What follows belongs to an exercise in optimizing a design on an open flow for small area, a short achievable clock period and few clock cycles per item; a production flow would make more cautious choices. Only the layout flow was run in this run; the RTL was not checked for function there.

==> flow/design.v <==
module uac_rx (
    input  wire        clk,
    input  wire        rst,           
    input  wire        in_valid,
    output wire        in_ready,
    input  wire [15:0] in_sample,     
    output reg         frame_done,
    output wire        det,
    output reg         ev_valid,
    output wire [11:0] ev_word
);
    localparam [1:0] EXPECT_ONE  = 2'd0;
    localparam [1:0] EXPECT_ZERO = 2'd1;
    localparam [1:0] LOCKED      = 2'd2;
    localparam [1:0] FAILED      = 2'd3;
    reg         rdy;
    reg  [15:3] xr;           
    reg         vr;           
    reg  [9:0]  idx;          
    reg         clr;          
    reg         rr;           
    assign in_ready = rdy;
    wire take = in_valid & rdy;
    reg  [22:0] s1, s2;
    reg  [1:0]  phase;
    reg         lk, lkn, lkd, lkdn;
    wire fs1;
    wire fc2;
    assign fs1 = 1'b0 ^ xr[4] ^ s2[0];
    assign fc2 = (1'b0 & xr[4]) | (s2[0] & (1'b0 ^ xr[4]));
    wire fs3;
    wire fc4;
    assign fs3 = 1'b0 ^ s1[0] ^ xr[5];
    assign fc4 = (1'b0 & s1[0]) | (xr[5] & (1'b0 ^ s1[0]));
    wire fs5;
    wire fc6;
    assign fs5 = s2[1] ^ (lk ? ~s1[2] : ~s1[3]) ^ (lkn ? ~s1[5] : ~s1[11]);
    assign fc6 = (s2[1] & (lk ? ~s1[2] : ~s1[3])) | ((lkn ? ~s1[5] : ~s1[11]) & (s2[1] ^ (lk ? ~s1[2] : ~s1[3])));
    wire fs7;
    wire fc8;
    assign fs7 = s1[1] ^ xr[6] ^ s2[2];
    assign fc8 = (s1[1] & xr[6]) | (s2[2] & (s1[1] ^ xr[6]));
    wire fs9;
    wire fc10;
    assign fs9 = (lk ? ~s1[3] : ~s1[4]) ^ (lkn ? ~s1[6] : ~s1[12]) ^ (lkd ? s1[8] : s1[11]);
    assign fc10 = ((lk ? ~s1[3] : ~s1[4]) & (lkn ? ~s1[6] : ~s1[12])) | ((lkd ? s1[8] : s1[11]) & ((lk ? ~s1[3] : ~s1[4]) ^ (lkn ? ~s1[6] : ~s1[12])));
    wire fs11;
    wire fc12;
    assign fs11 = s1[2] ^ xr[7] ^ s2[3];
    assign fc12 = (s1[2] & xr[7]) | (s2[3] & (s1[2] ^ xr[7]));
    wire fs13;
    wire fc14;
    assign fs13 = (lk ? ~s1[4] : ~s1[5]) ^ (lkn ? ~s1[7] : ~s1[13]) ^ (lkd ? s1[9] : s1[12]);
    assign fc14 = ((lk ? ~s1[4] : ~s1[5]) & (lkn ? ~s1[7] : ~s1[13])) | ((lkd ? s1[9] : s1[12]) & ((lk ? ~s1[4] : ~s1[5]) ^ (lkn ? ~s1[7] : ~s1[13])));
    wire fs15;
    wire fc16;
    assign fs15 = s1[3] ^ xr[8] ^ s2[4];
    assign fc16 = (s1[3] & xr[8]) | (s2[4] & (s1[3] ^ xr[8]));
    wire fs17;
    wire fc18;
    assign fs17 = (lk ? ~s1[5] : ~s1[6]) ^ (lkn ? ~s1[8] : ~s1[14]) ^ (lkd ? s1[10] : s1[13]);
    assign fc18 = ((lk ? ~s1[5] : ~s1[6]) & (lkn ? ~s1[8] : ~s1[14])) | ((lkd ? s1[10] : s1[13]) & ((lk ? ~s1[5] : ~s1[6]) ^ (lkn ? ~s1[8] : ~s1[14])));
    wire fs19;
    wire fc20;
    assign fs19 = s1[4] ^ xr[9] ^ s2[5];
    assign fc20 = (s1[4] & xr[9]) | (s2[5] & (s1[4] ^ xr[9]));
    wire fs21;
    wire fc22;
    assign fs21 = (lk ? ~s1[6] : ~s1[7]) ^ (lkn ? ~s1[9] : ~s1[15]) ^ (lkd ? s1[11] : s1[14]);
    assign fc22 = ((lk ? ~s1[6] : ~s1[7]) & (lkn ? ~s1[9] : ~s1[15])) | ((lkd ? s1[11] : s1[14]) & ((lk ? ~s1[6] : ~s1[7]) ^ (lkn ? ~s1[9] : ~s1[15])));
    wire fs23;
    wire fc24;
    assign fs23 = s1[5] ^ xr[10] ^ s2[6];
    assign fc24 = (s1[5] & xr[10]) | (s2[6] & (s1[5] ^ xr[10]));
    wire fs25;
    wire fc26;
    assign fs25 = (lk ? ~s1[7] : ~s1[8]) ^ (lkn ? ~s1[10] : ~s1[16]) ^ (lkd ? s1[12] : s1[15]);
    assign fc26 = ((lk ? ~s1[7] : ~s1[8]) & (lkn ? ~s1[10] : ~s1[16])) | ((lkd ? s1[12] : s1[15]) & ((lk ? ~s1[7] : ~s1[8]) ^ (lkn ? ~s1[10] : ~s1[16])));
    wire fs27;
    wire fc28;
    assign fs27 = s1[6] ^ xr[11] ^ s2[7];
    assign fc28 = (s1[6] & xr[11]) | (s2[7] & (s1[6] ^ xr[11]));
    wire fs29;
    wire fc30;
    assign fs29 = (lk ? ~s1[8] : ~s1[9]) ^ (lkn ? ~s1[11] : ~s1[17]) ^ (lkd ? s1[13] : s1[16]);
    assign fc30 = ((lk ? ~s1[8] : ~s1[9]) & (lkn ? ~s1[11] : ~s1[17])) | ((lkd ? s1[13] : s1[16]) & ((lk ? ~s1[8] : ~s1[9]) ^ (lkn ? ~s1[11] : ~s1[17])));
    wire fs31;
    wire fc32;
    assign fs31 = s1[7] ^ xr[12] ^ s2[8];
    assign fc32 = (s1[7] & xr[12]) | (s2[8] & (s1[7] ^ xr[12]));
    wire fs33;
    wire fc34;
    assign fs33 = (lk ? ~s1[9] : ~s1[10]) ^ (lkn ? ~s1[12] : ~s1[18]) ^ (lkd ? s1[14] : s1[17]);
    assign fc34 = ((lk ? ~s1[9] : ~s1[10]) & (lkn ? ~s1[12] : ~s1[18])) | ((lkd ? s1[14] : s1[17]) & ((lk ? ~s1[9] : ~s1[10]) ^ (lkn ? ~s1[12] : ~s1[18])));
    wire fs35;
    wire fc36;
    assign fs35 = lkn ^ s1[8] ^ xr[13];
    assign fc36 = (lkn & s1[8]) | (xr[13] & (lkn ^ s1[8]));
    wire fs37;
    wire fc38;
    assign fs37 = s2[9] ^ (lk ? ~s1[10] : ~s1[11]) ^ (lkn ? ~s1[13] : ~s1[19]);
    assign fc38 = (s2[9] & (lk ? ~s1[10] : ~s1[11])) | ((lkn ? ~s1[13] : ~s1[19]) & (s2[9] ^ (lk ? ~s1[10] : ~s1[11])));
    wire hs39;
    wire hc40;
    assign hs39 = (lkd ? s1[15] : s1[18]) ^ (lkdn ? s1[21] : ~s1[22]);
    assign hc40 = (lkd ? s1[15] : s1[18]) | (lkdn ? s1[21] : ~s1[22]);
    wire fs41;
    wire fc42;
    assign fs41 = 1'b0 ^ s1[9] ^ xr[14];
    assign fc42 = (1'b0 & s1[9]) | (xr[14] & (1'b0 ^ s1[9]));
    wire fs43;
    wire fc44;
    assign fs43 = s2[10] ^ (lk ? ~s1[11] : ~s1[12]) ^ (lkn ? ~s1[14] : ~s1[20]);
    assign fc44 = (s2[10] & (lk ? ~s1[11] : ~s1[12])) | ((lkn ? ~s1[14] : ~s1[20]) & (s2[10] ^ (lk ? ~s1[11] : ~s1[12])));
    wire fs45;
    wire fc46;
    assign fs45 = (lkd ? s1[16] : s1[19]) ^ (~lkdn | ~s1[22]) ^ (~lk | s1[15]);
    assign fc46 = ((lkd ? s1[16] : s1[19]) & (~lkdn | ~s1[22])) | ((~lk | s1[15]) & ((lkd ? s1[16] : s1[19]) ^ (~lkdn | ~s1[22])));
    wire fs47;
    wire fc48;
    assign fs47 = s1[10] ^ ~xr[15] ^ s2[11];
    assign fc48 = (s1[10] & ~xr[15]) | (s2[11] & (s1[10] ^ ~xr[15]));
    wire fs49;
    wire fc50;
    assign fs49 = (lk ? ~s1[12] : ~s1[13]) ^ (lkn ? ~s1[15] : ~s1[21]) ^ (lkd ? s1[17] : s1[20]);
    assign fc50 = ((lk ? ~s1[12] : ~s1[13]) & (lkn ? ~s1[15] : ~s1[21])) | ((lkd ? s1[17] : s1[20]) & ((lk ? ~s1[12] : ~s1[13]) ^ (lkn ? ~s1[15] : ~s1[21])));
    wire fs51;
    wire fc52;
    assign fs51 = lk ^ s1[11] ^ s2[12];
    assign fc52 = (lk & s1[11]) | (s2[12] & (lk ^ s1[11]));
    wire hs53;
    wire hc54;
    assign hs53 = (lk ? ~s1[13] : ~s1[14]) ^ (lkn ? ~s1[16] : s1[22]);
    assign hc54 = (lk ? ~s1[13] : ~s1[14]) | (lkn ? ~s1[16] : s1[22]);
    wire fs55;
    wire fc56;
    assign fs55 = lkn ^ s1[12] ^ s2[13];
    assign fc56 = (lkn & s1[12]) | (s2[13] & (lkn ^ s1[12]));
    wire hs57;
    wire hc58;
    assign hs57 = (lk ? ~s1[14] : ~s1[15]) ^ (~lkn | ~s1[17]);
    assign hc58 = (lk ? ~s1[14] : ~s1[15]) | (~lkn | ~s1[17]);
    wire fs59;
    wire fc60;
    assign fs59 = 1'b0 ^ s1[13] ^ s2[14];
    assign fc60 = (1'b0 & s1[13]) | (s2[14] & (1'b0 ^ s1[13]));
    wire hs61;
    wire hc62;
    assign hs61 = (lk ? ~s1[15] : ~s1[16]) ^ (~lkn | ~s1[18]);
    assign hc62 = (lk ? ~s1[15] : ~s1[16]) | (~lkn | ~s1[18]);
    wire fs63;
    wire fc64;
    assign fs63 = 1'b0 ^ s1[14] ^ s2[15];
    assign fc64 = (1'b0 & s1[14]) | (s2[15] & (1'b0 ^ s1[14]));
    wire hs65;
    wire hc66;
    assign hs65 = (lk ? ~s1[16] : ~s1[17]) ^ (~lkn | ~s1[19]);
    assign hc66 = (lk ? ~s1[16] : ~s1[17]) | (~lkn | ~s1[19]);
    wire fs67;
    wire fc68;
    assign fs67 = lk ^ s1[15] ^ s2[16];
    assign fc68 = (lk & s1[15]) | (s2[16] & (lk ^ s1[15]));
    wire hs69;
    wire hc70;
    assign hs69 = (lk ? ~s1[17] : ~s1[18]) ^ (~lkn | ~s1[20]);
    assign hc70 = (lk ? ~s1[17] : ~s1[18]) | (~lkn | ~s1[20]);
    wire fs71;
    wire fc72;
    assign fs71 = lk ^ s1[16] ^ s2[17];
    assign fc72 = (lk & s1[16]) | (s2[17] & (lk ^ s1[16]));
    wire hs73;
    wire hc74;
    assign hs73 = lkn ^ (lkn | ~s1[5]);
    assign hc74 = lkn | (lkn | ~s1[5]);
    wire hs75;
    wire hc76;
    assign hs75 = (lkn ? ~s1[0] : ~s1[6]) ^ (lkd ? s1[2] : s1[5]);
    assign hc76 = (lkn ? ~s1[0] : ~s1[6]) | (lkd ? s1[2] : s1[5]);
    wire hs77;
    wire hc78;
    assign hs77 = (lkn ? ~s1[1] : ~s1[7]) ^ (lkd ? s1[3] : s1[6]);
    assign hc78 = (lkn ? ~s1[1] : ~s1[7]) | (lkd ? s1[3] : s1[6]);
    wire fs79;
    wire fc80;
    assign fs79 = (lk | ~s1[0]) ^ (lkn ? ~s1[2] : ~s1[8]) ^ (lkd ? s1[4] : s1[7]);
    assign fc80 = ((lk | ~s1[0]) & (lkn ? ~s1[2] : ~s1[8])) | ((lkd ? s1[4] : s1[7]) & ((lk | ~s1[0]) ^ (lkn ? ~s1[2] : ~s1[8])));
    wire fs81;
    wire fc82;
    assign fs81 = (lk ? ~s1[0] : ~s1[1]) ^ (lkn ? ~s1[3] : ~s1[9]) ^ (lkd ? s1[5] : s1[8]);
    assign fc82 = ((lk ? ~s1[0] : ~s1[1]) & (lkn ? ~s1[3] : ~s1[9])) | ((lkd ? s1[5] : s1[8]) & ((lk ? ~s1[0] : ~s1[1]) ^ (lkn ? ~s1[3] : ~s1[9])));
    wire fs83;
    wire fc84;
    assign fs83 = fs1 ^ (lk ? ~s1[1] : ~s1[2]) ^ (lkn ? ~s1[4] : ~s1[10]);
    assign fc84 = (fs1 & (lk ? ~s1[1] : ~s1[2])) | ((lkn ? ~s1[4] : ~s1[10]) & (fs1 ^ (lk ? ~s1[1] : ~s1[2])));
    wire hs85;
    wire hc86;
    assign hs85 = (lkd ? s1[6] : s1[9]) ^ (lkdn ? s1[12] : s1[13]);
    assign hc86 = (lkd ? s1[6] : s1[9]) | (lkdn ? s1[12] : s1[13]);
    wire fs87;
    wire fc88;
    assign fs87 = fc2 ^ fs3 ^ (lkd ? s1[7] : s1[10]);
    assign fc88 = (fc2 & fs3) | ((lkd ? s1[7] : s1[10]) & (fc2 ^ fs3));
    wire fs89;
    wire fc90;
    assign fs89 = (lkdn ? s1[13] : s1[14]) ^ (~lk | s1[6]) ^ fs5;
    assign fc90 = ((lkdn ? s1[13] : s1[14]) & (~lk | s1[6])) | (fs5 & ((lkdn ? s1[13] : s1[14]) ^ (~lk | s1[6])));
    wire fs91;
    wire fc92;
    assign fs91 = fc4 ^ fs7 ^ (lkdn ? s1[14] : s1[15]);
    assign fc92 = (fc4 & fs7) | ((lkdn ? s1[14] : s1[15]) & (fc4 ^ fs7));
    wire fs93;
    wire fc94;
    assign fs93 = (~lk | s1[7]) ^ fc6 ^ fs9;
    assign fc94 = ((~lk | s1[7]) & fc6) | (fs9 & ((~lk | s1[7]) ^ fc6));
    wire fs95;
    wire fc96;
    assign fs95 = fc8 ^ fs11 ^ (lkdn ? s1[15] : s1[16]);
    assign fc96 = (fc8 & fs11) | ((lkdn ? s1[15] : s1[16]) & (fc8 ^ fs11));
    wire fs97;
    wire fc98;
    assign fs97 = (~lk | s1[8]) ^ fc10 ^ fs13;
    assign fc98 = ((~lk | s1[8]) & fc10) | (fs13 & ((~lk | s1[8]) ^ fc10));
    wire fs99;
    wire fc100;
    assign fs99 = fc12 ^ fs15 ^ (lkdn ? s1[16] : s1[17]);
    assign fc100 = (fc12 & fs15) | ((lkdn ? s1[16] : s1[17]) & (fc12 ^ fs15));
    wire fs101;
    wire fc102;
    assign fs101 = (~lk | s1[9]) ^ fc14 ^ fs17;
    assign fc102 = ((~lk | s1[9]) & fc14) | (fs17 & ((~lk | s1[9]) ^ fc14));
    wire fs103;
    wire fc104;
    assign fs103 = fc16 ^ fs19 ^ (lkdn ? s1[17] : s1[18]);
    assign fc104 = (fc16 & fs19) | ((lkdn ? s1[17] : s1[18]) & (fc16 ^ fs19));
    wire fs105;
    wire fc106;
    assign fs105 = (~lk | s1[10]) ^ fc18 ^ fs21;
    assign fc106 = ((~lk | s1[10]) & fc18) | (fs21 & ((~lk | s1[10]) ^ fc18));
    wire fs107;
    wire fc108;
    assign fs107 = fc20 ^ fs23 ^ (lkdn ? s1[18] : s1[19]);
    assign fc108 = (fc20 & fs23) | ((lkdn ? s1[18] : s1[19]) & (fc20 ^ fs23));
    wire fs109;
    wire fc110;
    assign fs109 = (~lk | s1[11]) ^ fc22 ^ fs25;
    assign fc110 = ((~lk | s1[11]) & fc22) | (fs25 & ((~lk | s1[11]) ^ fc22));
    wire fs111;
    wire fc112;
    assign fs111 = fc24 ^ fs27 ^ (lkdn ? s1[19] : s1[20]);
    assign fc112 = (fc24 & fs27) | ((lkdn ? s1[19] : s1[20]) & (fc24 ^ fs27));
    wire fs113;
    wire fc114;
    assign fs113 = (~lk | s1[12]) ^ fc26 ^ fs29;
    assign fc114 = ((~lk | s1[12]) & fc26) | (fs29 & ((~lk | s1[12]) ^ fc26));
    wire fs115;
    wire fc116;
    assign fs115 = fc28 ^ fs31 ^ (lkdn ? s1[20] : s1[21]);
    assign fc116 = (fc28 & fs31) | ((lkdn ? s1[20] : s1[21]) & (fc28 ^ fs31));
    wire fs117;
    wire fc118;
    assign fs117 = (~lk | s1[13]) ^ fc30 ^ fs33;
    assign fc118 = ((~lk | s1[13]) & fc30) | (fs33 & ((~lk | s1[13]) ^ fc30));
    wire fs119;
    wire fc120;
    assign fs119 = fc32 ^ fs35 ^ (~lk | s1[14]);
    assign fc120 = (fc32 & fs35) | ((~lk | s1[14]) & (fc32 ^ fs35));
    wire fs121;
    wire fc122;
    assign fs121 = ~hs39 ^ fc34 ^ fs37;
    assign fc122 = (~hs39 & fc34) | (fs37 & (~hs39 ^ fc34));
    wire fs123;
    wire fc124;
    assign fs123 = fc36 ^ fs41 ^ hc40;
    assign fc124 = (fc36 & fs41) | (hc40 & (fc36 ^ fs41));
    wire fs125;
    wire fc126;
    assign fs125 = fc38 ^ fs43 ^ fs45;
    assign fc126 = (fc38 & fs43) | (fs45 & (fc38 ^ fs43));
    wire fs127;
    wire fc128;
    assign fs127 = fc42 ^ fs47 ^ (~lk | s1[16]);
    assign fc128 = (fc42 & fs47) | ((~lk | s1[16]) & (fc42 ^ fs47));
    wire fs129;
    wire fc130;
    assign fs129 = fc44 ^ fc46 ^ fs49;
    assign fc130 = (fc44 & fc46) | (fs49 & (fc44 ^ fc46));
    wire fs131;
    wire fc132;
    assign fs131 = fc48 ^ fs51 ^ (lkd ? s1[18] : s1[21]);
    assign fc132 = (fc48 & fs51) | ((lkd ? s1[18] : s1[21]) & (fc48 ^ fs51));
    wire fs133;
    wire fc134;
    assign fs133 = (~lk | s1[17]) ^ ~hs53 ^ fc50;
    assign fc134 = ((~lk | s1[17]) & ~hs53) | (fc50 & ((~lk | s1[17]) ^ ~hs53));
    wire fs135;
    wire fc136;
    assign fs135 = fc52 ^ fs55 ^ (lkd ? s1[19] : ~s1[22]);
    assign fc136 = (fc52 & fs55) | ((lkd ? s1[19] : ~s1[22]) & (fc52 ^ fs55));
    wire fs137;
    wire fc138;
    assign fs137 = (~lk | s1[18]) ^ ~hs57 ^ hc54;
    assign fc138 = ((~lk | s1[18]) & ~hs57) | (hc54 & ((~lk | s1[18]) ^ ~hs57));
    wire fs139;
    wire fc140;
    assign fs139 = fc56 ^ fs59 ^ (~lkd | s1[20]);
    assign fc140 = (fc56 & fs59) | ((~lkd | s1[20]) & (fc56 ^ fs59));
    wire fs141;
    wire fc142;
    assign fs141 = (~lk | s1[19]) ^ ~hs61 ^ hc58;
    assign fc142 = ((~lk | s1[19]) & ~hs61) | (hc58 & ((~lk | s1[19]) ^ ~hs61));
    wire fs143;
    wire fc144;
    assign fs143 = fc60 ^ fs63 ^ (~lkd | s1[21]);
    assign fc144 = (fc60 & fs63) | ((~lkd | s1[21]) & (fc60 ^ fs63));
    wire fs145;
    wire fc146;
    assign fs145 = (~lk | s1[20]) ^ ~hs65 ^ hc62;
    assign fc146 = ((~lk | s1[20]) & ~hs65) | (hc62 & ((~lk | s1[20]) ^ ~hs65));
    wire fs147;
    wire fc148;
    assign fs147 = fc64 ^ fs67 ^ (~lkd | ~s1[22]);
    assign fc148 = (fc64 & fs67) | ((~lkd | ~s1[22]) & (fc64 ^ fs67));
    wire fs149;
    wire fc150;
    assign fs149 = (~lk | s1[21]) ^ ~hs69 ^ hc66;
    assign fc150 = ((~lk | s1[21]) & ~hs69) | (hc66 & ((~lk | s1[21]) ^ ~hs69));
    wire fs151;
    wire fc152;
    assign fs151 = fc68 ^ fs71 ^ (lk ? ~s1[18] : ~s1[19]);
    assign fc152 = (fc68 & fs71) | ((lk ? ~s1[18] : ~s1[19]) & (fc68 ^ fs71));
    wire fs153;
    wire fc154;
    assign fs153 = (~lkn | ~s1[21]) ^ (~lk | ~s1[22]) ^ hc70;
    assign fc154 = ((~lkn | ~s1[21]) & (~lk | ~s1[22])) | (hc70 & ((~lkn | ~s1[21]) ^ (~lk | ~s1[22])));
    wire fs155;
    wire fc156;
    assign fs155 = lkn ^ s1[17] ^ s2[18];
    assign fc156 = (lkn & s1[17]) | (s2[18] & (lkn ^ s1[17]));
    wire fs157;
    wire fc158;
    assign fs157 = fc72 ^ (lk ? ~s1[19] : ~s1[20]) ^ (~lkn | s1[22]);
    assign fc158 = (fc72 & (lk ? ~s1[19] : ~s1[20])) | ((~lkn | s1[22]) & (fc72 ^ (lk ? ~s1[19] : ~s1[20])));
    wire fs159;
    wire fc160;
    assign fs159 = 1'b0 ^ s1[18] ^ s2[19];
    assign fc160 = (1'b0 & s1[18]) | (s2[19] & (1'b0 ^ s1[18]));
    wire hs161;
    wire hc162;
    assign hs161 = lkn ^ s1[19];
    assign hc162 = lkn | s1[19];
    wire hs163;
    wire hc164;
    assign hs163 = lk ^ s1[20];
    assign hc164 = lk | s1[20];
    wire hs165;
    wire hc166;
    assign hs165 = lk ^ (lkn | ~s1[1]);
    assign hc166 = lk | (lkn | ~s1[1]);
    wire hs167;
    wire hc168;
    assign hs167 = (lkn | ~s1[2]) ^ (lkd | s1[1]);
    assign hc168 = (lkn | ~s1[2]) | (lkd | s1[1]);
    wire hs169;
    wire hc170;
    assign hs169 = (lkn | ~s1[3]) ^ (lkd | s1[2]);
    assign hc170 = (lkn | ~s1[3]) | (lkd | s1[2]);
    wire fs171;
    wire fc172;
    assign fs171 = lkn ^ (lkn | ~s1[4]) ^ (lkd ? s1[0] : s1[3]);
    assign fc172 = (lkn & (lkn | ~s1[4])) | ((lkd ? s1[0] : s1[3]) & (lkn ^ (lkn | ~s1[4])));
    wire fs173;
    wire fc174;
    assign fs173 = (lkd ? s1[1] : s1[4]) ^ (lkdn ? s1[7] : s1[8]) ^ (~lk | s1[0]);
    assign fc174 = ((lkd ? s1[1] : s1[4]) & (lkdn ? s1[7] : s1[8])) | ((~lk | s1[0]) & ((lkd ? s1[1] : s1[4]) ^ (lkdn ? s1[7] : s1[8])));
    wire fs175;
    wire fc176;
    assign fs175 = (lkdn ? ~s1[8] : ~s1[9]) ^ (lk & ~s1[1]) ^ hs75;
    assign fc176 = ((lkdn ? ~s1[8] : ~s1[9]) & (lk & ~s1[1])) | (hs75 & ((lkdn ? ~s1[8] : ~s1[9]) ^ (lk & ~s1[1])));
    wire fs177;
    wire fc178;
    assign fs177 = (lkdn ? ~s1[9] : ~s1[10]) ^ (lk & ~s1[2]) ^ hs77;
    assign fc178 = ((lkdn ? ~s1[9] : ~s1[10]) & (lk & ~s1[2])) | (hs77 & ((lkdn ? ~s1[9] : ~s1[10]) ^ (lk & ~s1[2])));
    wire fs179;
    wire fc180;
    assign fs179 = (lkdn ? s1[10] : s1[11]) ^ (~lk | s1[3]) ^ hc78;
    assign fc180 = ((lkdn ? s1[10] : s1[11]) & (~lk | s1[3])) | (hc78 & ((lkdn ? s1[10] : s1[11]) ^ (~lk | s1[3])));
    wire fs181;
    wire fc182;
    assign fs181 = (lkdn ? s1[11] : s1[12]) ^ (~lk | s1[4]) ^ fc80;
    assign fc182 = ((lkdn ? s1[11] : s1[12]) & (~lk | s1[4])) | (fc80 & ((lkdn ? s1[11] : s1[12]) ^ (~lk | s1[4])));
    wire fs183;
    wire fc184;
    assign fs183 = (~lk | s1[5]) ^ fc82 ^ fs83;
    assign fc184 = ((~lk | s1[5]) & fc82) | (fs83 & ((~lk | s1[5]) ^ fc82));
    wire fs185;
    wire fc186;
    assign fs185 = hc86 ^ fc84 ^ fs87;
    assign fc186 = (hc86 & fc84) | (fs87 & (hc86 ^ fc84));
    wire fs187;
    wire fc188;
    assign fs187 = fc88 ^ fs91 ^ fc90;
    assign fc188 = (fc88 & fs91) | (fc90 & (fc88 ^ fs91));
    wire fs189;
    wire fc190;
    assign fs189 = fc92 ^ fs95 ^ fc94;
    assign fc190 = (fc92 & fs95) | (fc94 & (fc92 ^ fs95));
    wire fs191;
    wire fc192;
    assign fs191 = fc96 ^ fs99 ^ fc98;
    assign fc192 = (fc96 & fs99) | (fc98 & (fc96 ^ fs99));
    wire fs193;
    wire fc194;
    assign fs193 = fc100 ^ fs103 ^ fc102;
    assign fc194 = (fc100 & fs103) | (fc102 & (fc100 ^ fs103));
    wire fs195;
    wire fc196;
    assign fs195 = fc104 ^ fs107 ^ fc106;
    assign fc196 = (fc104 & fs107) | (fc106 & (fc104 ^ fs107));
    wire fs197;
    wire fc198;
    assign fs197 = fc108 ^ fs111 ^ fc110;
    assign fc198 = (fc108 & fs111) | (fc110 & (fc108 ^ fs111));
    wire fs199;
    wire fc200;
    assign fs199 = fc112 ^ fs115 ^ fc114;
    assign fc200 = (fc112 & fs115) | (fc114 & (fc112 ^ fs115));
    wire fs201;
    wire fc202;
    assign fs201 = fc116 ^ fs119 ^ fc118;
    assign fc202 = (fc116 & fs119) | (fc118 & (fc116 ^ fs119));
    wire fs203;
    wire fc204;
    assign fs203 = fc120 ^ fs123 ^ fc122;
    assign fc204 = (fc120 & fs123) | (fc122 & (fc120 ^ fs123));
    wire fs205;
    wire fc206;
    assign fs205 = fs127 ^ fc124 ^ fc126;
    assign fc206 = (fs127 & fc124) | (fc126 & (fs127 ^ fc124));
    wire fs207;
    wire fc208;
    assign fs207 = fc128 ^ fs131 ^ fs133;
    assign fc208 = (fc128 & fs131) | (fs133 & (fc128 ^ fs131));
    wire fs209;
    wire fc210;
    assign fs209 = fc132 ^ fs135 ^ fs137;
    assign fc210 = (fc132 & fs135) | (fs137 & (fc132 ^ fs135));
    wire fs211;
    wire fc212;
    assign fs211 = fc136 ^ fs139 ^ fc138;
    assign fc212 = (fc136 & fs139) | (fc138 & (fc136 ^ fs139));
    wire fs213;
    wire fc214;
    assign fs213 = fc140 ^ fs143 ^ fc142;
    assign fc214 = (fc140 & fs143) | (fc142 & (fc140 ^ fs143));
    wire fs215;
    wire fc216;
    assign fs215 = fc144 ^ fs147 ^ fc146;
    assign fc216 = (fc144 & fs147) | (fc146 & (fc144 ^ fs147));
    wire fs217;
    wire fc218;
    assign fs217 = fc148 ^ fs151 ^ fc150;
    assign fc218 = (fc148 & fs151) | (fc150 & (fc148 ^ fs151));
    wire fs219;
    wire fc220;
    assign fs219 = fs155 ^ fc152 ^ fs157;
    assign fc220 = (fs155 & fc152) | (fs157 & (fs155 ^ fc152));
    wire fs221;
    wire fc222;
    assign fs221 = fc156 ^ fs159 ^ (lk ? ~s1[20] : ~s1[21]);
    assign fc222 = (fc156 & fs159) | ((lk ? ~s1[20] : ~s1[21]) & (fc156 ^ fs159));
    wire fs223;
    wire fc224;
    assign fs223 = s2[20] ^ ~hs161 ^ fc160;
    assign fc224 = (s2[20] & ~hs161) | (fc160 & (s2[20] ^ ~hs161));
    wire fs225;
    wire fc226;
    assign fs225 = s2[21] ^ ~hs163 ^ hc162;
    assign fc226 = (s2[21] & ~hs163) | (hc162 & (s2[21] ^ ~hs163));
    wire hs227;
    wire hc228;
    assign hs227 = s1[21] ^ ~s2[22];
    assign hc228 = s1[21] | ~s2[22];
    wire hs229;
    wire hc230;
    assign hs229 = (lkd | s1[0]) ^ (lkdn ? s1[3] : s1[4]);
    assign hc230 = (lkd | s1[0]) | (lkdn ? s1[3] : s1[4]);
    wire fs231;
    wire fc232;
    assign fs231 = (lkdn ? s1[4] : s1[5]) ^ ~hs167 ^ hc166;
    assign fc232 = ((lkdn ? s1[4] : s1[5]) & ~hs167) | (hc166 & ((lkdn ? s1[4] : s1[5]) ^ ~hs167));
    wire fs233;
    wire fc234;
    assign fs233 = (lkdn ? s1[5] : s1[6]) ^ ~hs169 ^ hc168;
    assign fc234 = ((lkdn ? s1[5] : s1[6]) & ~hs169) | (hc168 & ((lkdn ? s1[5] : s1[6]) ^ ~hs169));
    wire fs235;
    wire fc236;
    assign fs235 = (lkdn ? s1[6] : s1[7]) ^ hc170 ^ fs171;
    assign fc236 = ((lkdn ? s1[6] : s1[7]) & hc170) | (fs171 & ((lkdn ? s1[6] : s1[7]) ^ hc170));
    wire fs237;
    wire fc238;
    assign fs237 = ~hs73 ^ fc172 ^ fs173;
    assign fc238 = (~hs73 & fc172) | (fs173 & (~hs73 ^ fc172));
    wire fs239;
    wire fc240;
    assign fs239 = hc74 ^ fc174 ^ ~fs175;
    assign fc240 = (hc74 & fc174) | (~fs175 & (hc74 ^ fc174));
    wire fs241;
    wire fc242;
    assign fs241 = ~hc76 ^ fc176 ^ fs177;
    assign fc242 = (~hc76 & fc176) | (fs177 & (~hc76 ^ fc176));
    wire fs243;
    wire fc244;
    assign fs243 = fs79 ^ ~fc178 ^ fs179;
    assign fc244 = (fs79 & ~fc178) | (fs179 & (fs79 ^ ~fc178));
    wire fs245;
    wire fc246;
    assign fs245 = fs81 ^ fc180 ^ fs181;
    assign fc246 = (fs81 & fc180) | (fs181 & (fs81 ^ fc180));
    wire fs247;
    wire fc248;
    assign fs247 = ~hs85 ^ fc182 ^ fs183;
    assign fc248 = (~hs85 & fc182) | (fs183 & (~hs85 ^ fc182));
    wire fs249;
    wire fc250;
    assign fs249 = fc184 ^ fs185 ^ fs89;
    assign fc250 = (fc184 & fs185) | (fs89 & (fc184 ^ fs185));
    wire fs251;
    wire fc252;
    assign fs251 = fc186 ^ fs93 ^ fs187;
    assign fc252 = (fc186 & fs93) | (fs187 & (fc186 ^ fs93));
    wire fs253;
    wire fc254;
    assign fs253 = fs97 ^ fc188 ^ fs189;
    assign fc254 = (fs97 & fc188) | (fs189 & (fs97 ^ fc188));
    wire fs255;
    wire fc256;
    assign fs255 = fs101 ^ fc190 ^ fs191;
    assign fc256 = (fs101 & fc190) | (fs191 & (fs101 ^ fc190));
    wire fs257;
    wire fc258;
    assign fs257 = fs105 ^ fc192 ^ fs193;
    assign fc258 = (fs105 & fc192) | (fs193 & (fs105 ^ fc192));
    wire fs259;
    wire fc260;
    assign fs259 = fs109 ^ fc194 ^ fs195;
    assign fc260 = (fs109 & fc194) | (fs195 & (fs109 ^ fc194));
    wire fs261;
    wire fc262;
    assign fs261 = fs113 ^ fc196 ^ fs197;
    assign fc262 = (fs113 & fc196) | (fs197 & (fs113 ^ fc196));
    wire fs263;
    wire fc264;
    assign fs263 = fs117 ^ fc198 ^ fs199;
    assign fc264 = (fs117 & fc198) | (fs199 & (fs117 ^ fc198));
    wire fs265;
    wire fc266;
    assign fs265 = fs121 ^ fc200 ^ fs201;
    assign fc266 = (fs121 & fc200) | (fs201 & (fs121 ^ fc200));
    wire fs267;
    wire fc268;
    assign fs267 = fs125 ^ fc202 ^ fs203;
    assign fc268 = (fs125 & fc202) | (fs203 & (fs125 ^ fc202));
    wire fs269;
    wire fc270;
    assign fs269 = fs129 ^ fc204 ^ fs205;
    assign fc270 = (fs129 & fc204) | (fs205 & (fs129 ^ fc204));
    wire fs271;
    wire fc272;
    assign fs271 = fc130 ^ fc206 ^ fs207;
    assign fc272 = (fc130 & fc206) | (fs207 & (fc130 ^ fc206));
    wire fs273;
    wire fc274;
    assign fs273 = fc134 ^ fs209 ^ fc208;
    assign fc274 = (fc134 & fs209) | (fc208 & (fc134 ^ fs209));
    wire fs275;
    wire fc276;
    assign fs275 = fs141 ^ fs211 ^ fc210;
    assign fc276 = (fs141 & fs211) | (fc210 & (fs141 ^ fs211));
    wire fs277;
    wire fc278;
    assign fs277 = fs145 ^ fc212 ^ fs213;
    assign fc278 = (fs145 & fc212) | (fs213 & (fs145 ^ fc212));
    wire fs279;
    wire fc280;
    assign fs279 = fs149 ^ fc214 ^ fs215;
    assign fc280 = (fs149 & fc214) | (fs215 & (fs149 ^ fc214));
    wire fs281;
    wire fc282;
    assign fs281 = fs153 ^ fc216 ^ fs217;
    assign fc282 = (fs153 & fc216) | (fs217 & (fs153 ^ fc216));
    wire fs283;
    wire fc284;
    assign fs283 = fc154 ^ fs219 ^ fc218;
    assign fc284 = (fc154 & fs219) | (fc218 & (fc154 ^ fs219));
    wire fs285;
    wire fc286;
    assign fs285 = fc158 ^ fs221 ^ fc220;
    assign fc286 = (fc158 & fs221) | (fc220 & (fc158 ^ fs221));
    wire fs287;
    wire fc288;
    assign fs287 = (lk ? ~s1[21] : s1[22]) ^ fs223 ^ fc222;
    assign fc288 = ((lk ? ~s1[21] : s1[22]) & fs223) | (fc222 & ((lk ? ~s1[21] : s1[22]) ^ fs223));
    wire fs289;
    wire fc290;
    assign fs289 = fs225 ^ (~lk | s1[22]) ^ fc224;
    assign fc290 = (fs225 & (~lk | s1[22])) | (fc224 & (fs225 ^ (~lk | s1[22])));
    wire fs291;
    wire fc292;
    assign fs291 = ~hs227 ^ hc164 ^ fc226;
    assign fc292 = (~hs227 & hc164) | (fc226 & (~hs227 ^ hc164));
    wire [36:0] dp_a = {fs291, fs289, fs287, fs285, fs283, fs281, fs279, fs277, fs275, fs273, fs271, fs269, fs267, fs265, fs263, fs261, fs259, fs257, fs255, fs253, fs251, fs249, fs247, fs245, fs243, ~fs241, fs239, fs237, fs235, fs233, fs231, ~hs229, (lkn | ~s1[0]), (lkdn ? s1[1] : s1[2]), (lkdn ? s1[0] : s1[1]), (lkdn | s1[0]), 1'b1};
    wire [36:0] dp_b = {fc290, fc288, fc286, fc284, fc282, fc280, fc278, fc276, fc274, fc272, fc270, fc268, fc266, fc264, fc262, fc260, fc258, fc256, fc254, fc252, fc250, fc248, fc246, fc244, ~fc242, fc240, fc238, fc236, fc234, fc232, hc230, ~hs165, (lkdn ? s1[2] : s1[3]), 1'b1, lk, lkn, 1'b1};
    wire [36:0] pg_g = dp_a & dp_b;
    wire [36:0] pg_p = dp_a ^ dp_b;
    wire cg1 = pg_g[1] | (pg_p[1] & pg_g[0]);
    wire cp1 = pg_p[1] & pg_p[0];
    wire cg2 = pg_g[3] | (pg_p[3] & pg_g[2]);
    wire cp2 = pg_p[3] & pg_p[2];
    wire cg3 = pg_g[5] | (pg_p[5] & pg_g[4]);
    wire cp3 = pg_p[5] & pg_p[4];
    wire cg4 = pg_g[7] | (pg_p[7] & pg_g[6]);
    wire cp4 = pg_p[7] & pg_p[6];
    wire cg5 = pg_g[9] | (pg_p[9] & pg_g[8]);
    wire cp5 = pg_p[9] & pg_p[8];
    wire cg6 = pg_g[11] | (pg_p[11] & pg_g[10]);
    wire cp6 = pg_p[11] & pg_p[10];
    wire cg7 = pg_g[13] | (pg_p[13] & pg_g[12]);
    wire cp7 = pg_p[13] & pg_p[12];
    wire cg8 = pg_g[15] | (pg_p[15] & pg_g[14]);
    wire cp8 = pg_p[15] & pg_p[14];
    wire cg9 = pg_g[17] | (pg_p[17] & pg_g[16]);
    wire cp9 = pg_p[17] & pg_p[16];
    wire cg10 = pg_g[19] | (pg_p[19] & pg_g[18]);
    wire cp10 = pg_p[19] & pg_p[18];
    wire cg11 = pg_g[21] | (pg_p[21] & pg_g[20]);
    wire cp11 = pg_p[21] & pg_p[20];
    wire cg12 = pg_g[23] | (pg_p[23] & pg_g[22]);
    wire cp12 = pg_p[23] & pg_p[22];
    wire cg13 = pg_g[25] | (pg_p[25] & pg_g[24]);
    wire cp13 = pg_p[25] & pg_p[24];
    wire cg14 = pg_g[27] | (pg_p[27] & pg_g[26]);
    wire cp14 = pg_p[27] & pg_p[26];
    wire cg15 = pg_g[29] | (pg_p[29] & pg_g[28]);
    wire cp15 = pg_p[29] & pg_p[28];
    wire cg16 = pg_g[31] | (pg_p[31] & pg_g[30]);
    wire cp16 = pg_p[31] & pg_p[30];
    wire cg17 = pg_g[33] | (pg_p[33] & pg_g[32]);
    wire cp17 = pg_p[33] & pg_p[32];
    wire cg18 = pg_g[35] | (pg_p[35] & pg_g[34]);
    wire cp18 = pg_p[35] & pg_p[34];
    wire cg19 = pg_g[2] | (pg_p[2] & cg1);
    wire cp19 = pg_p[2] & cp1;
    wire cg20 = cg2 | (cp2 & cg1);
    wire cp20 = cp2 & cp1;
    wire cg21 = pg_g[6] | (pg_p[6] & cg3);
    wire cp21 = pg_p[6] & cp3;
    wire cg22 = cg4 | (cp4 & cg3);
    wire cp22 = cp4 & cp3;
    wire cg23 = pg_g[10] | (pg_p[10] & cg5);
    wire cp23 = pg_p[10] & cp5;
    wire cg24 = cg6 | (cp6 & cg5);
    wire cp24 = cp6 & cp5;
    wire cg25 = pg_g[14] | (pg_p[14] & cg7);
    wire cp25 = pg_p[14] & cp7;
    wire cg26 = cg8 | (cp8 & cg7);
    wire cp26 = cp8 & cp7;
    wire cg27 = pg_g[18] | (pg_p[18] & cg9);
    wire cp27 = pg_p[18] & cp9;
    wire cg28 = cg10 | (cp10 & cg9);
    wire cp28 = cp10 & cp9;
    wire cg29 = pg_g[22] | (pg_p[22] & cg11);
    wire cp29 = pg_p[22] & cp11;
    wire cg30 = cg12 | (cp12 & cg11);
    wire cp30 = cp12 & cp11;
    wire cg31 = pg_g[26] | (pg_p[26] & cg13);
    wire cp31 = pg_p[26] & cp13;
    wire cg32 = cg14 | (cp14 & cg13);
    wire cp32 = cp14 & cp13;
    wire cg33 = pg_g[30] | (pg_p[30] & cg15);
    wire cp33 = pg_p[30] & cp15;
    wire cg34 = cg16 | (cp16 & cg15);
    wire cp34 = cp16 & cp15;
    wire cg35 = pg_g[34] | (pg_p[34] & cg17);
    wire cp35 = pg_p[34] & cp17;
    wire cg36 = cg18 | (cp18 & cg17);
    wire cp36 = cp18 & cp17;
    wire cg37 = pg_g[4] | (pg_p[4] & cg20);
    wire cp37 = pg_p[4] & cp20;
    wire cg38 = cg3 | (cp3 & cg20);
    wire cp38 = cp3 & cp20;
    wire cg39 = cg21 | (cp21 & cg20);
    wire cp39 = cp21 & cp20;
    wire cg40 = cg22 | (cp22 & cg20);
    wire cp40 = cp22 & cp20;
    wire cg41 = pg_g[12] | (pg_p[12] & cg24);
    wire cp41 = pg_p[12] & cp24;
    wire cg42 = cg7 | (cp7 & cg24);
    wire cp42 = cp7 & cp24;
    wire cg43 = cg25 | (cp25 & cg24);
    wire cp43 = cp25 & cp24;
    wire cg44 = cg26 | (cp26 & cg24);
    wire cp44 = cp26 & cp24;
    wire cg45 = pg_g[20] | (pg_p[20] & cg28);
    wire cp45 = pg_p[20] & cp28;
    wire cg46 = cg11 | (cp11 & cg28);
    wire cp46 = cp11 & cp28;
    wire cg47 = cg29 | (cp29 & cg28);
    wire cp47 = cp29 & cp28;
    wire cg48 = cg30 | (cp30 & cg28);
    wire cp48 = cp30 & cp28;
    wire cg49 = pg_g[28] | (pg_p[28] & cg32);
    wire cp49 = pg_p[28] & cp32;
    wire cg50 = cg15 | (cp15 & cg32);
    wire cp50 = cp15 & cp32;
    wire cg51 = cg33 | (cp33 & cg32);
    wire cp51 = cp33 & cp32;
    wire cg52 = cg34 | (cp34 & cg32);
    wire cp52 = cp34 & cp32;
    wire cg53 = pg_g[36] | (pg_p[36] & cg36);
    wire cp53 = pg_p[36] & cp36;
    wire cg54 = pg_g[8] | (pg_p[8] & cg40);
    wire cp54 = pg_p[8] & cp40;
    wire cg55 = cg5 | (cp5 & cg40);
    wire cp55 = cp5 & cp40;
    wire cg56 = cg23 | (cp23 & cg40);
    wire cp56 = cp23 & cp40;
    wire cg57 = cg24 | (cp24 & cg40);
    wire cp57 = cp24 & cp40;
    wire cg58 = cg41 | (cp41 & cg40);
    wire cp58 = cp41 & cp40;
    wire cg59 = cg42 | (cp42 & cg40);
    wire cp59 = cp42 & cp40;
    wire cg60 = cg43 | (cp43 & cg40);
    wire cp60 = cp43 & cp40;
    wire cg61 = cg44 | (cp44 & cg40);
    wire cp61 = cp44 & cp40;
    wire cg62 = pg_g[24] | (pg_p[24] & cg48);
    wire cp62 = pg_p[24] & cp48;
    wire cg63 = cg13 | (cp13 & cg48);
    wire cp63 = cp13 & cp48;
    wire cg64 = cg31 | (cp31 & cg48);
    wire cp64 = cp31 & cp48;
    wire cg65 = cg32 | (cp32 & cg48);
    wire cp65 = cp32 & cp48;
    wire cg66 = cg49 | (cp49 & cg48);
    wire cp66 = cp49 & cp48;
    wire cg67 = cg50 | (cp50 & cg48);
    wire cp67 = cp50 & cp48;
    wire cg68 = cg51 | (cp51 & cg48);
    wire cp68 = cp51 & cp48;
    wire cg69 = cg52 | (cp52 & cg48);
    wire cp69 = cp52 & cp48;
    wire cg70 = pg_g[16] | (pg_p[16] & cg61);
    wire cp70 = pg_p[16] & cp61;
    wire cg71 = cg9 | (cp9 & cg61);
    wire cp71 = cp9 & cp61;
    wire cg72 = cg27 | (cp27 & cg61);
    wire cp72 = cp27 & cp61;
    wire cg73 = cg28 | (cp28 & cg61);
    wire cp73 = cp28 & cp61;
    wire cg74 = cg45 | (cp45 & cg61);
    wire cp74 = cp45 & cp61;
    wire cg75 = cg46 | (cp46 & cg61);
    wire cp75 = cp46 & cp61;
    wire cg76 = cg47 | (cp47 & cg61);
    wire cp76 = cp47 & cp61;
    wire cg77 = cg48 | (cp48 & cg61);
    wire cp77 = cp48 & cp61;
    wire cg78 = cg62 | (cp62 & cg61);
    wire cp78 = cp62 & cp61;
    wire cg79 = cg63 | (cp63 & cg61);
    wire cp79 = cp63 & cp61;
    wire cg80 = cg64 | (cp64 & cg61);
    wire cp80 = cp64 & cp61;
    wire cg81 = cg65 | (cp65 & cg61);
    wire cp81 = cp65 & cp61;
    wire cg82 = cg66 | (cp66 & cg61);
    wire cp82 = cp66 & cp61;
    wire cg83 = cg67 | (cp67 & cg61);
    wire cp83 = cp67 & cp61;
    wire cg84 = cg68 | (cp68 & cg61);
    wire cp84 = cp68 & cp61;
    wire cg85 = cg69 | (cp69 & cg61);
    wire cp85 = cp69 & cp61;
    wire cg86 = pg_g[32] | (pg_p[32] & cg85);
    wire cp86 = pg_p[32] & cp85;
    wire cg87 = cg17 | (cp17 & cg85);
    wire cp87 = cp17 & cp85;
    wire cg88 = cg35 | (cp35 & cg85);
    wire cp88 = cp35 & cp85;
    wire cg89 = cg36 | (cp36 & cg85);
    wire cp89 = cp36 & cp85;
    wire cg90 = cg53 | (cp53 & cg85);
    wire cp90 = cp53 & cp85;
    wire cc91 = pg_g[0] | pg_p[0];
    wire cc92 = cg1 | cp1;
    wire cc93 = cg19 | cp19;
    wire cc94 = cg20 | cp20;
    wire cc95 = cg37 | cp37;
    wire cc96 = cg38 | cp38;
    wire cc97 = cg39 | cp39;
    wire cc98 = cg40 | cp40;
    wire cc99 = cg54 | cp54;
    wire cc100 = cg55 | cp55;
    wire cc101 = cg56 | cp56;
    wire cc102 = cg57 | cp57;
    wire cc103 = cg58 | cp58;
    wire cc104 = cg59 | cp59;
    wire cc105 = cg60 | cp60;
    wire cc106 = cg61 | cp61;
    wire cc107 = cg70 | cp70;
    wire cc108 = cg71 | cp71;
    wire cc109 = cg72 | cp72;
    wire cc110 = cg73 | cp73;
    wire cc111 = cg74 | cp74;
    wire cc112 = cg75 | cp75;
    wire cc113 = cg76 | cp76;
    wire cc114 = cg77 | cp77;
    wire cc115 = cg78 | cp78;
    wire cc116 = cg79 | cp79;
    wire cc117 = cg80 | cp80;
    wire cc118 = cg81 | cp81;
    wire cc119 = cg82 | cp82;
    wire cc120 = cg83 | cp83;
    wire cc121 = cg84 | cp84;
    wire cc122 = cg85 | cp85;
    wire cc123 = cg86 | cp86;
    wire cc124 = cg87 | cp87;
    wire cc125 = cg88 | cp88;
    wire cc126 = cg89 | cp89;
    wire [36:0] dp_sum = ~(pg_p ^ {cc126, cc125, cc124, cc123, cc122, cc121, cc120, cc119, cc118, cc117, cc116, cc115, cc114, cc113, cc112, cc111, cc110, cc109, cc108, cc107, cc106, cc105, cc104, cc103, cc102, cc101, cc100, cc99, cc98, cc97, cc96, cc95, cc94, cc93, cc92, cc91, 1'b1});
    wire [22:0] s_new = dp_sum[36:14];
    reg         pw;           
    reg         ps;           
    reg  [13:0] acc;
    wire hi1  = ~((&s1[22:10]) | ~(|s1[22:10]));
    wire hi2  = ~((&s2[22:10]) | ~(|s2[22:10]));
    wire big  = hi1 | hi2;
    wire lo1  = (&s1[22:7]) | ~(|s1[22:7]);
    wire lo2  = (&s2[22:7]) | ~(|s2[22:7]);
    wire tiny = lo1 & lo2;
    wire        sb  = idx[0];
    wire [3:0]  j   = idx[4:1];
    wire        bj  = sb ? s2[j] : s1[j];
    wire [13:0] op  = ~bj ? 14'd0 : sb ? ~{xr[15], xr[15:3]} : {{3{s1[10]}}, s1[10:0]};
    wire        sub = sb ^ (j == 4'd10);
    wire [13:0] an  = acc + (op ^ {14{sub}}) + {13'd0, sub};
    wire        fin = (pw & ~ps & (big | tiny)) | (ps & (j == 4'd11));
    wire        det_v = big | (~tiny & ~acc[13] & (|acc[12:5]));    
    reg  [4:0]  win;
    reg  [2:0]  frame_cnt;
    reg         transfer_active;
    reg  [7:0]  pending;
    reg  [2:0]  bits_in_byte;
    reg  [1:0]  ev_kind;      
    reg         nz;           
    assign det     = win[0];
    assign ev_word = {2'b00, ev_kind, pending};
    wire [4:0]  win_n = {win[3:0], det_v};
    wire [2:0]  vsum  = win_n[0] + win_n[1] + win_n[2] + win_n[3] + win_n[4];
    wire        bit_v = (vsum > 3'd2);
    reg  [1:0]  phase1;
    reg         sync_lost;
    wire [7:0]  pend_n = {pending[6:0], bit_v};
    wire [2:0]  bib_n  = bits_in_byte + 3'd1;
    wire        tx_end = (bib_n == 3'd0) & ~nz & ~bit_v;    
    always @* begin
        phase1    = phase;
        sync_lost = 1'b0;
        if (phase != LOCKED) begin
            if (phase == EXPECT_ONE && vsum == 3'd5)
                phase1 = EXPECT_ZERO;
            else if (phase == EXPECT_ZERO && vsum == 3'd0)
                phase1 = EXPECT_ONE;
            else if (phase != FAILED) begin
                phase1    = FAILED;
                sync_lost = 1'b1;
            end
        end
    end
    reg  [1:0]  phase2;
    always @* begin
        phase2 = phase;
        if (transfer_active && frame_cnt == 3'd4) begin
            phase2 = phase1;
            if (bib_n == 3'd0) begin
                if (tx_end)
                    phase2 = EXPECT_ONE;
                else if (phase1 == EXPECT_ONE)
                    phase2 = LOCKED;
            end
        end
    end
    wire last = vr ? (idx == 10'd1022) : (&idx);
    always @(posedge clk) begin
        if (rdy)
            xr <= ~in_sample[15:3];
        else if (ps)
            xr <= xr;
        else if (pw)
            xr <= ~s_new[12:0];
        else
            xr <= 13'h1fff;
        clr  <= rst | fin;
        ev_kind <= tx_end ? 2'd3 : sync_lost ? 2'd2 : 2'd1;
        rr   <= rst;
        lkd  <= (phase == LOCKED);
        lkdn <= (phase != LOCKED);
        frame_done <= 1'b0;
        ev_valid   <= 1'b0;
        vr         <= take & ~rst;
        if (rst) begin
            rdy   <= 1'b1;
            idx   <= 10'd0;
            pw    <= 1'b0;
            ps    <= 1'b0;
            phase <= EXPECT_ONE;
        end else begin
            if (vr | ps)
                idx <= idx + 10'd1;
            if (in_valid & last)
                rdy <= 1'b0;
            if (vr & (&idx))
                pw <= 1'b1;
            if (pw & ~ps & ~(big | tiny))
                ps <= 1'b1;
            if (fin) begin
                pw    <= 1'b0;
                ps    <= 1'b0;
                idx   <= 10'd0;
                rdy   <= 1'b1;
                phase <= phase2;
                frame_done <= 1'b1;
                if (transfer_active && frame_cnt == 3'd4 &&
                    (sync_lost || tx_end || (bib_n == 3'd0 && phase1 == LOCKED)))
                    ev_valid <= 1'b1;
            end
        end
        if (clr) begin
            s1  <= 23'd0;
            s2  <= 23'd0;
            acc <= 13'd0;
        end else begin
            if (vr) begin
                s2 <= s1;
                s1 <= s_new;
            end
            if (ps)
                acc <= sb ? {an[13], an[13:1]} : an;
        end
        if (rr) begin
            win             <= 5'd0;
            frame_cnt       <= 3'd0;
            transfer_active <= 1'b0;
            lk              <= 1'b0;
            lkn             <= 1'b1;
            pending         <= 8'd0;
            nz              <= 1'b0;
            bits_in_byte    <= 3'd0;
        end else if (fin) begin
            win <= win_n;
            lk  <= (phase2 == LOCKED);
            lkn <= (phase2 != LOCKED);
            if (!transfer_active) begin
                if (det_v) begin
                    transfer_active <= 1'b1;
                    frame_cnt       <= 3'd1;
                end
            end else if (frame_cnt != 3'd4) begin
                frame_cnt <= frame_cnt + 3'd1;
            end else begin
                frame_cnt    <= 3'd0;
                pending      <= sync_lost ? 8'd0 : pend_n;
                nz           <= (bib_n != 3'd0) & (nz | bit_v);
                bits_in_byte <= bib_n;
                if (tx_end) begin
                    transfer_active <= 1'b0;
                    bits_in_byte    <= 3'd0;
                end
            end
        end
    end
endmodule
==> flow/flow/run.sh <==
#!/bin/bash
# The standard layout (standard.sh) with three changes to how it is made;
# the design, constraints and clock period are unchanged:
#  - synthesis skips Yosys's early generic ABC pass (SYNTH_ARGS=-noabc), so the
#    generated full-adder tree keeps its structure; registers are unchanged;
#  - port buffers are buf_2 cells instead of the default (a slow delay buffer);
#  - timing repair aims for 18.3 ns of setup slack instead of 0.
# Every tool's output is in standard.log and in orfs/logs.
set -euo pipefail
export SYNTH_ARGS="-noabc"
export BUFFER_PORTS_ARGS="-buffer_cell sky130_fd_sc_hd__buf_2"
export SETUP_SLACK_MARGIN=18.3
bash standard.sh > standard.log 2>&1
==> flow/standard.sh <==
#!/bin/bash
# synth_recipe.tcl (not shown) runs the flow's synth.tcl, then flattens the netlist and writes it again
# the make line also repeats each setting of config.mk as NAME=value (left out here)
make -C /OpenROAD-flow-scripts/flow DESIGN_CONFIG=/design/flow/config.mk WORK_HOME=/design/flow/orfs CLKGATE_MAP_FILE= SYNTH_SCRIPT=/design/flow/synth_recipe.tcl "${@:-finish}"
==> flow/config.mk <==
export PLATFORM = sky130hd
export DESIGN_NAME = uac_rx
export DESIGN_NICKNAME = uac_rx
export VERILOG_FILES = /design/flow/design.v
export SDC_FILE = /design/flow/constraint.sdc
export NUM_CORES = 4
export LEC_CHECK = 0
export CAP_MARGIN = 20
export CORE_MARGIN = 2
export CORE_UTILIZATION = 40
export CTS_BUF_LIST = sky130_fd_sc_hd__clkbuf_16
export CTS_CLUSTER_DIAMETER = 150
export CTS_CLUSTER_SIZE = 30
export SLEW_MARGIN = 20
==> flow/constraint.sdc <==
create_clock -name core_clock -period 24.0 [get_ports {clk}]
set_input_delay 4.8000 -clock core_clock [delete_from_list [all_inputs] [get_ports {clk}]]
set_output_delay 4.8000 -clock core_clock [all_outputs]
set_load 0.01 [all_outputs]
==> run summary <==
-- Yosys cell counts (3+ instances only) --
cell type  number  area (um2)
fa_1          128        2560
nor2_1        113         424
dfxtp_1       106        2120
nand2_1       105         394
mux2i_1        90         901
inv_1          88         330
ha_1           82        1030
clkbuf_1       64         240
a21oi_1        50         250
xnor2_1        44         385
o21ai_0        34         170
mux2_2         25         282
a211oi_1       24         180
nand3_1        24         120
nand2b_1       22         138
a21o_1         18         135
nor2b_1        15        93.8
buf_1          14        52.6
edfxtp_1       13         390
nor3_1         13        65.1
and3_1         12        75.1
o211ai_1       12        90.1
nor4_1         10        62.6
a31oi_1         8        50.1
and2_1          8        50.1
a22oi_1         7        52.6
a311oi_1        7        61.3
nand4_1         7        43.8
or3_1           7        43.8
a2111oi_0       6        52.6
o21bai_1        6        45.0
o221ai_1        6        52.6
xor2_1          6        52.6
a2bb2oi_1       4        35.0
mux4_2          4        90.1
a32o_1          3        30.0
and4_1          3        26.3
buf_4           3        22.5
nand3b_1        3        22.5
o22ai_1         3        18.8
-- final cells by class --
type | count | share of cell area
inverters | 89 | 0.0254
flip-flops and latches | 119 | 0.197
clock inverters | 14 | 0.00913
repair buffers | 75 | 0.0512
multi-input cells | 940 | 0.646
well taps | 384 | 0.0365
clock buffers | 18 | 0.0343
-- sequential cells by signal, indices dropped and copies added (netlist names), 2 cells and up --
name          flops
acc              14
s1               23
xr               13
win               4
pending           8
frame_cnt         3
bits_in_byte      3
phase             2
ev_kind           2
idx              10
s2               23
-- logic make-up after synthesis --
logic type	Yosys count	synth area share
simple gates	350	0.141
fa+ha+maj	210	0.311
compound gates	207	0.122
buf+inv	172	0.0572
mux	119	0.110
flops	119	0.218
xor+xnor	52	0.0413
other cells	1	0.000325
-- layer usage --
| metal | routed length (um) | global-route usage |
|---|---|---|
| met4 | 713 | 0.0683 |
| met3 | 1710 | 0.0423 |
| met5 | 0 | 0 |
| met2 | 14300 | 0.336 |
| met1 | 14000 | 0.284 |
-- through the flow --
stage | worst slack, ns
global route | 18.20
global placement | 17.51
CTS | 18.21
floorplan | 18.31
detailed placement | 17.38
finish | 18.23
-- repair_timing --
item | CTS | global route
pin swaps | 10 | 18
cloned | 3 | 0
setup buffers | 20 | 15
hold buffers | 0 | 0
setup endpoints to repair | 23 | 24
gates resized for setup | 60 | 30
-- critical path: stages (launching register included) --
cell     delay [ns]
dfxtp_2        0.32
buf_12         0.12
buf_6          0.11
-- path summary, 6_finish.rpt --
| kind | from | to | slack [ns] | depth (start not counted) |
|---|---|---|---|---|
| max reg2reg | lkd$_DFF_P_ | s1[19]$_SDFFE_PP0P_ | 18.43 | 19 |
| max | rdy$_SDFFE_PP1P_ | in_ready | 18.23 | 2 |
| min | pending[7]$_SDFFE_PP0P_ | pending[7]$_SDFFE_PP0P_ | 0.46 | 2 |
| min reg2reg | pending[7]$_SDFFE_PP0P_ | pending[7]$_SDFFE_PP0P_ | 0.46 | 2 |
==> results.tsv <==
stage	metric	value	unit
place	port_buffers	29	
sta	tightest_slew	0.934	ns
run_status	status	no timing/DRC/antenna violations	
route	routedWlPerCell	18.8	um
cells_and_area	multiInputGateArea	8500	um2
logic_synthesis	synth_cell_types	65	
grt	antenna_found_initial	0	
sta	slew-limit-headroom	0.377	
logic_synthesis	synthFlopType	dfxtp_1	
cells_and_area	final_cell_mix	fa_1 (120), nor2_1 (113), nand2_1 (105)	
grt	grt-ovfl-total	0	
cells_and_area	area_growth	14.0	%
logic_synthesis	async_reset_ff_frac	0	
cells_and_area	post-route-util	0.461	
cells_and_area	design_area	13100	um2
cells_and_area	final_common_cell	fa_1	
sta	rsz0062_at_grt	true	
logic_synthesis	ys_ff_latch	119	
place	place_congestion	0.928	
route	dr_total_vias	8984	
sta	finClkSkew	0.00958	ns
cts	cts_max_path_buffers	2	
cells_and_area	fin_nets	1471	
sta	tns	0	ns
logic_synthesis	avgSynthCellArea	9.38	um2
sta	drv_slew	0	
floorplanning	dieArea	30200	um2
setup_path	required	19.20	ns
sta	finalHoldViolCount	0	
route	antenna_left	0	
floorplanning	rows	62	
grt	grt_max_degree	72	
setup_path	cp-start-kind	flop	
cells_and_area	area.sequential	2590	um2
cts	cts.sinks	119	
logic_synthesis	synth-edff-count	13	
place	dpl_cell_area	11900	um2
route	via_per_inst	5.48	
setup_path	arrival	0.97	ns
cells_and_area	nFillCells	2741	
floorplanning	die_w	174	um
cts	path_clk_slew	0.06	ns
grt	track_usage	0.210	
setup_path	critPathKind	flop to output pin	
sta	hold_ws	0.463	ns
floorplanning	coreArea	28500	um2
logic_synthesis	yosys_warnings	1	
sta	setup-violations-final	0	
route	drt-initial-drc-count	682	
logic_synthesis	ys_seq_area_frac	0.218	
sta	final.period_utilization	0.241	
cells_and_area	antenna_cells	0	
sta	fmax	173	MHz
job	maxCapViolCount	0	
cts	clkLatencyLatePin	0.43	ns
floorplanning	ios	35	
place	hpwlAfterDp	21.6	mm
cts	cts_buffers	17	
floorplanning	initial_core_util	0.404	
sta	period_minus_slack	5.77	ns
route	drc	0	
logic_synthesis	netlist_area	11500	um2
logic_synthesis	syn_inst	1230	
grt	grt_pass1_vias	9077	
route	first_pass_iters	6	
setup_path	crit_path_end_kind	output pin	
cells_and_area	drive_gt1_frac	0.158	
cells_and_area	fin_cells	1639	
setup_path	crit_fanout	2	
floorplanning	fp.dieH	174	um
route	wl	30.7	mm
worst_hold_path	hold_class	flop to flop	
grt	grt_pass1_wl	49.9	mm
place	place_inst	1569	
cts	cts_tree	built	
cts	cts_root_buffer	clkbuf_16	
cts	htreeDepth	4	

## what the ideal ports hide
How much do the figures lean on ideal ports? The routed layout below was timed once more, with nothing changed but the port constraints.
Step 1 assumes that a clkbuf_16 drives the clock port and a buf_2 every other input.
Step 2 times the ports against the registers' clock, not the clock port: input delays grow and output delays shrink by t, the midpoint of the rising clock arrivals with the driver on.
a / b / c = ideal / step 1 / step 2; a / b = the first two.
t (ns): 0.474
setup slack, ns: 18.227 / 18.178 / 18.282
pins driven straight from the clock port: 1
After both steps this run still meets setup and hold. The setup slack of this run moves by -0.049 ns with the drivers and by +0.055 ns with both steps.
